What follows belongs to an exercise in optimizing a design on an open flow for small area, a short achievable clock period and few clock cycles per item; a production flow would make more cautious choices. The RTL was checked by simulation tests, not by an equivalence proof against the original design. Power and IR drop assume default switching activity.

==> run a <==
==> flow/design.v <==
module mnet_crc_step (
    input  wire [15:0] crc_in,
    input  wire [7:0]  data,
    output reg  [15:0] crc_out
);
    integer i;
    always @(*) begin
        crc_out = crc_in ^ {data, 8'h00};
        for (i = 0; i < 8; i = i + 1) begin
            if (crc_out[15])
                crc_out = {crc_out[14:0], 1'b0} ^ 16'h1021;
            else
                crc_out = {crc_out[14:0], 1'b0};
        end
    end
endmodule
module mnet_rxv (
    input  wire        clk,
    input  wire        rst,
    input  wire        key_wr,
    input  wire [2:0]  key_len,
    input  wire [47:0] key_data,
    input  wire        line_rx_valid,
    output wire        line_rx_ready,
    input  wire [7:0]  line_rx_data,
    input  wire        rx_obf,
    output wire        resp_valid,
    input  wire        resp_ready,
    output wire [7:0]  resp_data,
    output wire        resp_last
);
    localparam NB = 16;           
    localparam NS = 17;           
    localparam QD = 8;            
    localparam QA = 3;            
    localparam Q_OK  = 2'd0,
               Q_CRC = 2'd1,
               Q_BAD = 2'd2;
    integer k;
    genvar gb;
    reg [47:0] key;
    reg [2:0]  klen;
    always @(posedge clk) begin
        if (rst) begin
            klen <= 3'd0;
        end else if (key_wr && key_len >= 3'd3 && key_len <= 3'd6) begin
            klen <= key_len;
            key  <= key_data;
        end
    end
    reg       rdy_q;
    reg       i_v, s_v;
    reg [7:0] i_d, s_d;
    reg       i_o, s_o;
    reg       i_ff, i_01, i_04, i_00;
    wire      acc = line_rx_valid && rdy_q;
    wire      consume;
    assign line_rx_ready = rdy_q;
    wire [7:0] n_d = s_v ? s_d : line_rx_data;
    wire       n_o = s_v ? s_o : rx_obf;
    always @(posedge clk) begin
        if (rst) begin
            i_v   <= 1'b0;
            s_v   <= 1'b0;
            rdy_q <= 1'b0;
        end else begin
            if (!i_v || consume) begin
                i_d  <= n_d;
                i_o  <= n_o;
                i_ff <= (n_d == 8'hFF);
                i_01 <= (n_d == 8'h01);
                i_04 <= (n_d == 8'h04);
                i_00 <= (n_d == 8'h00);
                i_v  <= s_v || acc;
                s_v  <= s_v && acc;
            end else begin
                if (acc) s_v <= 1'b1;
            end
            if (acc && (s_v || (i_v && !consume))) begin
                s_d <= line_rx_data; s_o <= rx_obf;
            end
            rdy_q <= !((s_v && !(consume || !i_v)) || (acc && i_v && !consume) || (acc && s_v));
        end
    end
    reg [8:0] wc, cm, rc;
    reg [4:0] rdd;                
    reg       at_rc;              
    reg [4:0] ph;                 
    reg       room;               
    function [4:0] inc17(input [4:0] x);
        inc17 = (x == 5'd16) ? 5'd0 : x + 5'd1;
    endfunction
    function [4:0] dec17(input [4:0] x);
        dec17 = (x == 5'd0) ? 5'd16 : x - 5'd1;
    endfunction
    reg [7:0]  wb [0:NB-1];
    reg [4:0]  np;                
    reg [3:0]  wbk;
    reg [NB-1:0] woh;             
    reg [4:0]  dd;
    reg [4:0]  wd, cd;            
    reg        we;                
    reg        npnz, np1;         
    wire [7:0] rout [0:NB-1];     
    reg  [NB-1:0] roh;            
    reg  [7:0] wbd, rring;
    integer b;
    always @(*) begin
        wbd   = 8'h00;
        rring = 8'h00;
        for (b = 0; b < NB; b = b + 1) begin
            wbd   = wbd   | (wb[b]   & {8{woh[b]}});
            rring = rring | (rout[b] & {8{roh[b]}});
        end
    end
    generate
        for (gb = 0; gb < NB; gb = gb + 1) begin : bank
            reg [8*NS-1:0] r;
            always @(posedge clk) begin
                r <= {r[8*NS-9:0], (we && woh[gb]) ? wbd : r[8*NS-1 -: 8]};
            end
            assign rout[gb] = r[8*NS-1 -: 8];
        end
    endgenerate
    reg        p_hunt, p_hdr, p_pay, p_crc1, p_crc2, p_term;
    reg        p_body;    
    reg        p_st;      
    reg        esc;
    reg [4:0]  hc;        
    reg [7:0]  rem;       
    reg        rem1;      
    reg [15:0] crc;
    reg        crc0;      
    reg        obf;
    reg [2:0]  ki;
    reg [7:0]  kx;        
    wire [2:0] ki_n = (ki == klen - 3'd1) ? 3'd0 : ki + 3'd1;
    reg  [7:0] key_n;
    always @(*) begin
        case (ki_n)
            3'd0:    key_n = key[7:0];
            3'd1:    key_n = key[15:8];
            3'd2:    key_n = key[23:16];
            3'd3:    key_n = key[31:24];
            3'd4:    key_n = key[39:32];
            default: key_n = key[47:40];
        endcase
    end
    wire [15:0] crc_next;
    mnet_crc_step u_crc (.crc_in(crc), .data(i_d), .crc_out(crc_next));
    reg [1:0]  sq [0:QD-1];
    reg [QA:0] sq_wp, sq_rp;
    reg        sq_full;
    wire       sq_empty = (sq_wp == sq_rp);
    wire in_body   = p_body;
    wire body_ok   = esc ? i_ff : !i_ff;             
    wire esc_start = in_body && !esc && i_ff;
    wire lone_esc  = in_body && esc && !i_ff;
    wire body_byte = in_body && body_ok;
    wire store     = p_st && body_ok;
    wire start     = p_hunt && i_01;
    wire fr_end    = p_term || lone_esc;
    wire good_end  = p_term && i_04 && crc0;
    wire bad_end   = fr_end && !good_end;
    reg  wb_free;         
    wire can = !((store || start) && !(wb_free && room)) && !(fr_end && sq_full)
               && !(bad_end && npnz);
    assign consume = i_v && can;
    wire [7:0] pay_x = (obf && p_pay) ? (i_d ^ kx) : i_d;
    wire       wr    = consume && store;
    wire [1:0] st_code = good_end ? Q_OK : (p_term && i_04) ? Q_CRC : Q_BAD;
    always @(posedge clk) begin
        if (rst) begin
            p_hunt <= 1'b1;
            p_hdr  <= 1'b0;
            p_pay  <= 1'b0;
            p_crc1 <= 1'b0;
            p_crc2 <= 1'b0;
            p_term <= 1'b0;
            p_body <= 1'b0;
            p_st   <= 1'b0;
            esc    <= 1'b0;
            sq_wp  <= {(QA+1){1'b0}};
        end else if (consume) begin
            if (p_hunt && i_01) begin
                p_hunt <= 1'b0;
                p_hdr  <= 1'b1;
                p_body <= 1'b1;
                p_st   <= 1'b1;
                esc    <= 1'b0;
                hc     <= 5'b00001;
                crc    <= 16'h0000;
                crc0   <= 1'b1;
                obf    <= i_o && (klen != 3'd0);
                ki     <= 3'd0;
                kx     <= key[7:0];
            end
            if (p_term || lone_esc) begin
                p_term <= 1'b0;
                p_hdr  <= 1'b0;
                p_pay  <= 1'b0;
                p_crc1 <= 1'b0;
                p_crc2 <= 1'b0;
                p_body <= 1'b0;
                p_st   <= 1'b0;
                p_hunt <= 1'b1;
            end
            if (esc_start) esc <= 1'b1;
            if (body_byte) begin
                esc <= 1'b0;
                crc <= crc_next;
                crc0 <= (crc_next == 16'h0000);
                if (p_hdr) begin
                    hc <= {hc[3:0], 1'b0};
                    if (hc[4]) begin
                        rem    <= i_d;
                        rem1   <= (i_d == 8'h01);
                        p_hdr  <= 1'b0;
                        p_pay  <= !i_00;
                        p_crc1 <= i_00;
                        p_st   <= !i_00;
                    end
                end
                if (p_pay) begin
                    rem  <= rem - 8'd1;
                    rem1 <= (rem == 8'd2);
                    ki   <= ki_n;
                    kx   <= key_n ^ i_d;
                    if (rem1) begin
                        p_pay  <= 1'b0;
                        p_crc1 <= 1'b1;
                        p_st   <= 1'b0;
                    end
                end
                if (p_crc1) begin
                    p_crc1 <= 1'b0;
                    p_crc2 <= 1'b1;
                end
                if (p_crc2) begin
                    p_crc2 <= 1'b0;
                    p_term <= 1'b1;
                    p_body <= 1'b0;
                end
            end
            if (fr_end) begin
                sq[sq_wp[QA-1:0]] <= st_code;
                sq_wp <= sq_wp + 1'b1;
            end
        end
    end
    wire       sq_push = consume && fr_end;
    wire       sq_pop;
    wire [QA:0] sq_wp1 = sq_wp + 1'b1;
    wire [QA:0] sq_rpn = sq_rp + sq_pop;
    wire        sqf_p  = (sq_wp1[QA] != sq_rpn[QA]) && (sq_wp1[QA-1:0] == sq_rpn[QA-1:0]);
    wire        sqf_n  = (sq_wp[QA] != sq_rpn[QA]) && (sq_wp[QA-1:0] == sq_rpn[QA-1:0]);
    always @(posedge clk) begin
        if (rst) sq_full <= 1'b0;
        else     sq_full <= sq_push ? sqf_p : sqf_n;
    end
    wire       inc  = consume && (store || start);
    wire [4:0] np_k = np - {4'd0, we};
    always @(posedge clk) begin
        if (rst)      wb_free <= 1'b1;
        else if (inc) wb_free <= (np_k < 5'd15);
        else          wb_free <= (np_k < 5'd16);
    end
    always @(posedge clk) begin
        if (rst) begin
            wc   <= 9'd0;
            cm   <= 9'd0;
            ph   <= 5'd0;
            np   <= 5'd0;
            npnz <= 1'b0;
            np1  <= 1'b0;
            we   <= 1'b0;
            wbk  <= 4'd0;
            woh  <= {{(NB-1){1'b0}}, 1'b1};
            dd   <= 5'd0;
            wd   <= 5'd0;
            cd   <= 5'd0;
            room <= 1'b0;
        end else begin
            ph   <= inc17(ph);
            room <= ((wc - rc) < 9'd270);
            np   <= np_k + {4'd0, inc};
            npnz <= inc ? 1'b1 : (np_k != 5'd0);
            np1  <= inc ? (np_k == 5'd0) : (np_k == 5'd1);
            we   <= we ? (inc || !np1) : ((dd == 5'd1) && (inc || npnz));
            if (we) begin
                wbk <= wbk + 4'd1;
                woh <= {woh[NB-2:0], woh[NB-1]};
            end
            else    dd  <= dec17(dd);
            cd <= dec17(cd);
            if (wb_free) wb[wc[3:0]] <= pay_x;
            if (inc) begin
                wc <= wc + 9'd1;
            end else begin
                wd <= dec17(wd);
            end
            if (consume && good_end) begin
                cm <= wc;
                cd <= dec17(wd);
            end
            if (consume && bad_end) begin
                wc  <= cm;
                wd  <= dec17(cd);
                wbk <= cm[3:0];
                woh <= {{(NB-1){1'b0}}, 1'b1} << cm[3:0];
                dd  <= dec17(cd);
            end
        end
    end
    localparam R_IDLE = 1'b0, R_DATA = 1'b1;
    reg         rs;
    reg [2:0]   rhc;        
    reg [7:0]   rrem;       
    reg         rrem1;      
    reg         space;      
    reg         len_end;    
    wire        byp   = we && (wbk == rc[3:0]);
    wire [7:0]  rbyte = byp ? wbd : rring;
    wire        rzero = (rbyte == 8'h00);
    reg       o_v, o_l, k_v, k_l;
    reg [7:0] o_d, k_d;
    assign resp_valid = o_v;
    assign resp_data  = o_d;
    assign resp_last  = o_l;
    wire [1:0] sq_head = sq[sq_rp[QA-1:0]];
    wire       r_stat  = ((rs == R_IDLE) || len_end) && !sq_empty && space;
    wire       r_data  = (rs == R_DATA) && at_rc && space && !len_end;
    assign     sq_pop  = r_stat;
    wire       d_last  = (rhc == 3'd4) ? rzero : (rhc == 3'd5) && rrem1;
    always @(posedge clk) begin
        if (rst) begin
            rs      <= R_IDLE;
            sq_rp   <= {(QA+1){1'b0}};
            rc      <= 9'd0;
            rdd     <= 5'd0;
            at_rc   <= 1'b1;
            roh     <= {{(NB-1){1'b0}}, 1'b1};
            len_end <= 1'b0;
        end else begin
            len_end <= r_data && (rhc == 3'd4) && rzero;
            if (!(r_data || (r_stat && sq_head == Q_OK))) begin
                rdd   <= dec17(rdd);
                at_rc <= (rdd == 5'd1);
            end
            if (len_end) rs <= R_IDLE;
            if (r_stat) begin
                sq_rp <= sq_rp + 1'b1;
                rhc   <= 3'd0;
                if (sq_head == Q_OK) begin
                    rs  <= R_DATA;
                    rc  <= rc + 9'd1;
                    roh <= {roh[NB-2:0], roh[NB-1]};
                end
            end
            if (r_data) begin
                rc  <= rc + 9'd1;
                roh <= {roh[NB-2:0], roh[NB-1]};
                if (rhc != 3'd5) rhc <= rhc + 3'd1;
                if (rhc == 3'd4) begin
                    rrem  <= rbyte;
                    rrem1 <= (rbyte == 8'h01);
                end else begin
                    rrem  <= rrem - 8'd1;
                    rrem1 <= (rrem == 8'd2);
                end
                if (rhc == 3'd5 && rrem1) rs <= R_IDLE;
            end
        end
    end
    wire       q_v = r_stat || r_data;
    wire [7:0] q_d = r_stat ? ((sq_head == Q_OK) ? 8'h00 : (sq_head == Q_CRC) ? 8'h03 : 8'h02)
                           : rbyte;
    wire       q_l = r_stat ? (sq_head != Q_OK) : d_last;
    wire       drain = o_v && resp_ready;
    wire       s0v = drain ? k_v : o_v;
    wire       s1v = drain ? 1'b0 : k_v;
    wire [7:0] s0d = drain ? k_d : o_d;
    wire       s0l = drain ? k_l : o_l;
    wire       nq_o = s0v || q_v;
    wire       n_k = s1v || (s0v && q_v);
    always @(posedge clk) begin
        if (rst) begin
            o_v   <= 1'b0;
            k_v   <= 1'b0;
            space <= 1'b0;
        end else begin
            o_v <= nq_o;
            k_v <= n_k;
            if (s0v)      begin o_d <= s0d; o_l <= s0l; end
            else if (q_v) begin o_d <= q_d; o_l <= q_l; end
            if (!s1v && q_v) begin k_d <= q_d; k_l <= q_l; end
            space <= drain ? !(k_v && q_v) : !(k_v || (o_v && q_v));
        end
    end
endmodule
==> flow/run.sh <==
#!/bin/bash
# synth_recipe.tcl (not shown) runs the flow's synth.tcl, then flattens the netlist and writes it again
# the make line also repeats each setting of config.mk as NAME=value (left out here)
make -C /OpenROAD-flow-scripts/flow DESIGN_CONFIG=/design/flow/config.mk WORK_HOME=/design/flow/orfs CLKGATE_MAP_FILE= SYNTH_SCRIPT=/design/flow/synth_recipe.tcl finish
==> flow/config.mk <==
export PLATFORM = sky130hd
export DESIGN_NAME = mnet_rxv
export DESIGN_NICKNAME = mnet_rxv
export VERILOG_FILES = /design/flow/design.v
export SDC_FILE = /design/flow/constraint.sdc
export NUM_CORES = 4
export LEC_CHECK = 0
export ABC_CLOCK_PERIOD_IN_PS = 2250
export CAP_MARGIN = 20
export CORE_MARGIN = 2
export CORE_UTILIZATION = 65
export CTS_CLUSTER_DIAMETER = 90
export CTS_CLUSTER_SIZE = 26
export SETUP_SLACK_MARGIN = 2.75
export SLEW_MARGIN = 20
==> flow/constraint.sdc <==
create_clock -name core_clock -period 5.0 [get_ports {clk}]
set_input_delay 1.0000 -clock core_clock [delete_from_list [all_inputs] [get_ports {clk}]]
set_output_delay 1.0000 -clock core_clock [all_outputs]
set_load 0.01 [all_outputs]
==> inputs of run b, as changes to run a <==
--- a/flow/design.v
+++ b/flow/design.v
@@ -153,3 +153,4 @@
     reg        sq_full;
-    wire       sq_empty = (sq_wp == sq_rp);
+    reg        sq_ne;         
+    reg  [1:0] sq_head;       
     wire in_body   = p_body;
@@ -245,3 +246,2 @@
             if (fr_end) begin
-                sq[sq_wp[QA-1:0]] <= st_code;
                 sq_wp <= sq_wp + 1'b1;
@@ -260,2 +260,10 @@
     end
+    always @(posedge clk) begin
+        if (!sq_full) sq[sq_wp[QA-1:0]] <= st_code;
+    end
+    always @(posedge clk) begin
+        if (rst) sq_ne <= 1'b0;
+        else     sq_ne <= sq_push || (sq_wp != sq_rpn);
+        sq_head <= (sq_rpn == sq_wp) ? st_code : sq[sq_rpn[QA-1:0]];
+    end
     wire       inc  = consume && (store || start);
@@ -285,3 +293,3 @@
             room <= ((wc - rc) < 9'd270);
-            np   <= np_k + {4'd0, inc};
+            np   <= inc ? np_k + 5'd1 : np_k;
             npnz <= inc ? 1'b1 : (np_k != 5'd0);
@@ -324,4 +332,4 @@
     wire        rzero = (rbyte == 8'h00);
-    reg       o_v, o_l, k_v, k_l;
-    reg [7:0] o_d, k_d;
+    reg       o_v, o_l;
+    reg [7:0] o_d;
     assign resp_valid = o_v;
@@ -329,4 +337,3 @@
     assign resp_last  = o_l;
-    wire [1:0] sq_head = sq[sq_rp[QA-1:0]];
-    wire       r_stat  = ((rs == R_IDLE) || len_end) && !sq_empty && space;
+    wire       r_stat  = ((rs == R_IDLE) || len_end) && sq_ne && space;
     wire       r_data  = (rs == R_DATA) && at_rc && space && !len_end;
@@ -378,9 +385,20 @@
     wire       q_l = r_stat ? (sq_head != Q_OK) : d_last;
+    reg  [7:0] e_d0, e_d1;
+    reg        e_l0, e_l1;
+    reg        e_wp, e_rp;      
+    reg        e_2;             
     wire       drain = o_v && resp_ready;
-    wire       s0v = drain ? k_v : o_v;
-    wire       s1v = drain ? 1'b0 : k_v;
-    wire [7:0] s0d = drain ? k_d : o_d;
-    wire       s0l = drain ? k_l : o_l;
-    wire       nq_o = s0v || q_v;
-    wire       n_k = s1v || (s0v && q_v);
+    wire       rp_n  = e_rp ^ drain;
+    wire [7:0] n_d0 = (q_v && !e_wp) ? q_d : e_d0;
+    wire [7:0] n_d1 = (q_v &&  e_wp) ? q_d : e_d1;
+    wire       n_l0 = (q_v && !e_wp) ? q_l : e_l0;
+    wire       n_l1 = (q_v &&  e_wp) ? q_l : e_l1;
+    wire       v_n   = q_v || (o_v && !drain) || e_2;
+    wire       two_n = (e_2 && !drain) || (q_v && o_v && !drain) || (q_v && e_2);
+    always @(posedge clk) begin
+        if (q_v && !e_wp) begin e_d0 <= q_d; e_l0 <= q_l; end
+        if (q_v &&  e_wp) begin e_d1 <= q_d; e_l1 <= q_l; end
+        o_d <= rp_n ? n_d1 : n_d0;
+        o_l <= rp_n ? n_l1 : n_l0;
+    end
     always @(posedge clk) begin
@@ -388,11 +406,12 @@
             o_v   <= 1'b0;
-            k_v   <= 1'b0;
+            e_2   <= 1'b0;
+            e_wp  <= 1'b0;
+            e_rp  <= 1'b0;
             space <= 1'b0;
         end else begin
-            o_v <= nq_o;
-            k_v <= n_k;
-            if (s0v)      begin o_d <= s0d; o_l <= s0l; end
-            else if (q_v) begin o_d <= q_d; o_l <= q_l; end
-            if (!s1v && q_v) begin k_d <= q_d; k_l <= q_l; end
-            space <= drain ? !(k_v && q_v) : !(k_v || (o_v && q_v));
+            o_v   <= v_n;
+            e_2   <= two_n;
+            e_wp  <= e_wp ^ q_v;
+            e_rp  <= rp_n;
+            space <= !two_n;
         end
ABC_CLOCK_PERIOD_IN_PS = 2400   (was 2250)
CTS_CLUSTER_DIAMETER = 100   (was 90)
CTS_CLUSTER_SIZE = 30   (was 26)
SETUP_SLACK_MARGIN = 2.7   (was 2.75)
==> qor summary <==
Run status: run a timing/DRC/antenna clean; run b timing/DRC/antenna clean
Syn Inst Count: run a 4187; run b 4174
Average vias per placed instance: run a 5.151; run b 5.139
Peak fanout along the critical path: run a 4; run b 5
Endpoint of the worst-slack reg-to-reg timing path: run a sq[0][0]; run b o_l
Worst Hold Launch: run a bank[5].r[94]; run b bank[13].r[33]
Number of buffers and inverters on the critical path: run a 2; run b 1
Ratio of cells with drive above 1 in the final layout: run a 0.1155; run b 0.1024
Detailed placer's ending HPWL: run a 70290 um; run b 68970 um
Share of the synthesized area in the top cell type: run a 0.7216; run b 0.7287
Flip-flop and latch area: run a 54800 um^2; run b 54840 um^2
Fraction of the yosys area taken by sequential cells: run a 0.8565; run b 0.8548
Standby leakage power: run a 27.05 nW; run b 26.76 nW
Post-route worst setup slack: run a 2.629 ns; run b 2.547 ns
1st-iter DRT viols: run a 2210; run b 2272
Global-route usage over all layers: run a 0.2171; run b 0.2143
Area used by multi-input combinational logic: run a 9628 um^2; run b 9349 um^2
Critical register-to-register path startpoint: run a i_ff; run b woh[1]
Testbench counts of run a, summed over its fixed seeds: cycles 16,123, items 192.
Testbench counts of run b, summed over its fixed seeds: cycles 16,123, items 192.

what the ideal ports hide:
How much do the figures lean on ideal ports? The routed layouts below were timed once more, with nothing changed but the port constraints. Step 1 assumes that a clkbuf_16 drives the clock port and a buf_2 every other input. Step 2 times the ports against the registers' clock, not the clock port: input delays grow and output delays shrink by t, the midpoint of the rising clock arrivals with the driver on. Slacks: ideal ports / drivers / drivers and shift; pairs: ideal ports / drivers.
| run | t (ns) | slack for setup (ns) | clock arrival spread, ns | cell pins on the clock port's net |
|---|---|---|---|---|
| run a | 0.800 | 2.629 / 2.622 / 2.087 | 0.043 / 0.043 | 1 |
| run b | 0.774 | 2.547 / 2.547 / 2.083 | 0.042 / 0.041 | 1 |
After both steps setup and hold are still met in every run listed. For run a, which loses most, drivers alone change the setup slack by -0.007 ns; drivers and shift together by -0.542 ns.
